From an optimization exercise on the open Yosys and OpenROAD flow, aimed at small area, a short achievable clock period and few clock cycles; shortcuts taken in it are not production practice.
In this exercise RTL edits were held to simulation tests only and were not proved equivalent to the original.
Power figures rest on the tool's default switching activity, not on a simulated workload.

==> flow/design.v (excerpt) <==
module tim_decoder (
    input  wire        clk,
    input  wire        rst,
    input  wire        start,
    input  wire [31:0] slen,
    input  wire [31:0] maxres,
    input  wire        cfg_allow_oob,
    input  wire        cfg_ignore_version,
    input  wire        cfg_first_row_only,
    output wire        idle,
    input  wire        s_valid,
    input  wire [7:0]  s_data,
    output reg         s_ready,
    output reg         p_valid,
    input  wire        p_ready,
    output reg  [31:0] p_argb,
    output reg         p_mask,
    output reg         done,
    output reg  [5:0]  reason,
    output reg  [1:0]  fmt,
    output reg  [17:0] width,
    output reg  [15:0] height,
    output reg  [4:0]  page,
    output reg  [7:0]  x_off,
    output reg  [7:0]  y_off,
    output reg         pal_stp
);
For scale: about 9600 cells after synthesis, about 4500 flip-flops, about 130000 sq um of cells after synthesis.
clock: 14.0 ns
lec_check: 0
cap_margin: 20
core_margin: 2
core_utilization: 30
cts_cluster_diameter: 90
cts_cluster_size: 24
place_density: 0.5
slew_margin: 20
synth_memory_max_bits: 8192
standard.sh (not shown) runs the stock make flow with config.mk's settings and CLKGATE_MAP_FILE= SYNTH_SCRIPT=/design/flow/synth_recipe.tcl, a recipe that flattens the netlist after the stock synthesis.
==> flow/flow/run.sh <==
#!/bin/bash
# Layout flow: the standard ORFS flow (standard.sh), unchanged, except that
# - timing repair aims for a setup slack margin, so that paths end well inside
#   the clock period, and
# - the port buffers that the standard flow inserts are buf_4 cells.
# The SDC, clock period and all other steps are the standard ones.
set -euo pipefail
bash standard.sh SETUP_SLACK_MARGIN=9.4 "BUFFER_PORTS_ARGS=-buffer_cell sky130_fd_sc_hd__buf_4" finish > flow_make.log 2>&1
The starting point went through all stages and came out clean.
Testbench counts at the start, summed over its fixed seeds: cycles 250,658.
Next try:
==> flow/flow/run.sh (replaced) <==
#!/bin/bash
# Layout flow: the standard ORFS flow (standard.sh), unchanged, except that
# timing repair aims for a setup slack margin, so that paths end well inside
# the clock period. The SDC, clock period and all other steps are the standard ones.
set -euo pipefail
bash standard.sh SETUP_SLACK_MARGIN=9.4 finish > flow_make.log 2>&1
--- a/flow/config.mk
+++ b/flow/config.mk
@@ -9,6 +9,6 @@
 export CORE_MARGIN = 2
 export CORE_UTILIZATION = 30
-export CTS_CLUSTER_DIAMETER = 90
-export CTS_CLUSTER_SIZE = 24
+export CTS_CLUSTER_DIAMETER = 100
+export CTS_CLUSTER_SIZE = 20
 export PLACE_DENSITY = 0.5
 export SLEW_MARGIN = 20
Result: The changed run finished with timing, DRC and antenna clean; fmax falls slightly; power rises by a few percent; final area grows slightly; wire length came out higher slightly; first-iteration DRC count falls by a few percent; setup slack is worse by 0.065 ns; synthesized area stays the same; die area is unchanged; worst hold slack hardly moves; clock power went up by roughly a tenth; count of clock-buffer cells in the layout goes up by 48.
Next try:
==> flow/flow/run.sh (replaced) <==
#!/bin/bash
# Layout flow: the standard ORFS flow (standard.sh), unchanged, except that
# - timing repair aims for a setup slack margin, so that paths end well inside
#   the clock period,
# - the port buffers that the standard flow inserts are buf_4 cells, and
# - clock tree synthesis clusters up to 24 sinks within 90 um and adds no dummy loads.
# The SDC, clock period and all other steps are the standard ones.
set -euo pipefail
bash standard.sh SETUP_SLACK_MARGIN=9.7 \
  "BUFFER_PORTS_ARGS=-buffer_cell sky130_fd_sc_hd__buf_4" \
  "CTS_ARGS=-sink_clustering_enable -repair_clock_nets -sink_clustering_size 24 -sink_clustering_max_diameter 90 -dont_use_dummy_load" \
  finish > flow_make.log 2>&1
--- a/flow/config.mk
+++ b/flow/config.mk
@@ -9,6 +9,4 @@
 export CORE_MARGIN = 2
 export CORE_UTILIZATION = 30
-export CTS_CLUSTER_DIAMETER = 100
-export CTS_CLUSTER_SIZE = 20
 export PLACE_DENSITY = 0.5
 export SLEW_MARGIN = 20
Effect:
- die area stays the same
- register-to-register slack gets better by 0.15 ns
- core utilization falls by 0.47 points
- cell area falls slightly
- worst hold slack gets worse by 0.029 ns

---

tim_decoder again, from the RTL that the note above started with.
export LEC_CHECK = 0
export CAP_MARGIN = 20
export CORE_MARGIN = 2
export CORE_UTILIZATION = 30
export CTS_CLUSTER_DIAMETER = 100
export CTS_CLUSTER_SIZE = 20
export PLACE_DENSITY = 0.5
export SLEW_MARGIN = 20
export SYNTH_MEMORY_MAX_BITS = 8192
create_clock -name core_clock -period 14.0 [get_ports {clk}]
==> flow/flow/run.sh <==
#!/bin/bash
# Layout flow: the standard ORFS flow (standard.sh), unchanged, except that
# - timing repair aims for a setup slack margin, so that paths end well inside
#   the clock period,
# - the port buffers that the standard flow inserts are buf_4 cells, and
# - clock tree synthesis adds no dummy loads.
# The SDC, clock period and all other steps are the standard ones.
set -euo pipefail
bash standard.sh SETUP_SLACK_MARGIN=9.4 \
  "BUFFER_PORTS_ARGS=-buffer_cell sky130_fd_sc_hd__buf_4" \
  "CTS_ARGS=-sink_clustering_enable -repair_clock_nets -sink_clustering_size 20 -sink_clustering_max_diameter 100 -dont_use_dummy_load" \
  finish > flow_make.log 2>&1
The starting point completed with no timing, DRC or antenna violations.
Testbench counts at the start, summed over its fixed seeds: cycles 250,658.
Next try:
==> flow/flow/run.sh (replaced) <==
#!/bin/bash
# Layout flow: the standard ORFS flow (standard.sh), unchanged, except that
# - timing repair aims for a setup slack margin, so that paths end well inside
#   the clock period, and
# - the port buffers that the standard flow inserts are buf_4 cells.
# The SDC, clock period and all other steps are the standard ones.
set -euo pipefail
bash standard.sh SETUP_SLACK_MARGIN=9.4 "BUFFER_PORTS_ARGS=-buffer_cell sky130_fd_sc_hd__buf_4" finish > flow_make.log 2>&1
--- a/flow/config.mk
+++ b/flow/config.mk
@@ -9,6 +9,6 @@
 export CORE_MARGIN = 2
 export CORE_UTILIZATION = 30
-export CTS_CLUSTER_DIAMETER = 100
-export CTS_CLUSTER_SIZE = 20
+export CTS_CLUSTER_DIAMETER = 80
+export CTS_CLUSTER_SIZE = 28
 export PLACE_DENSITY = 0.5
 export SLEW_MARGIN = 20
The new run ran to the end with no violations.
Synthesized cell count stays the same.
Setup slack degrades by 0.0066 ns.
Via count barely changes.
Combinational power barely changes.

[separate check: timing with driven ports]
The results above use ideal ports. As a check the final layouts listed here were re-extracted and re-timed, cells and wires unchanged. Step 1 assumes that a clkbuf_16 drives the clock port and a buf_2 every other input. Step 2 adds t to the input delays and takes it off the output delays; t is the mean of the earliest and latest rising clock arrival at the registers after step 1. Input paths then give back, and output paths get back, about the clock's delay inside the block. Three values: ideal ports, drivers, drivers and shift; two values: the first two.
| run | t (ns) | slack for setup (ns) | worst hold slack (ns) | worst setup path at the end | worst slew at a driven data input, ns |
|---|---|---|---|---|---|
| the first run of note 1 | 1.034 | 9.498 / 9.389 / 9.063 | 0.324 / 0.324 / 0.324 | input to register | 0.09 |
| the second run of note 1 | 1.005 | 9.432 / 9.329 / 8.735 | 0.325 / 0.325 / 0.325 | input to register | 0.05 |
| the third run of note 1 | 1.010 | 9.479 / 9.368 / 9.211 | 0.297 / 0.297 / 0.297 | input to register | 0.09 |
| the first run of note 2 | 0.972 | 9.511 / 9.404 / 9.114 | 0.303 / 0.303 / 0.303 | input to register | 0.09 |
| the second run of note 2 | 1.011 | 9.505 / 9.397 / 9.074 | 0.316 / 0.316 / 0.316 | input to register | 0.10 |
After both steps setup and hold are still met in every run listed. The setup slack of the second run of note 1, which loses most, moves by -0.103 ns with the drivers and by -0.697 ns with both steps.
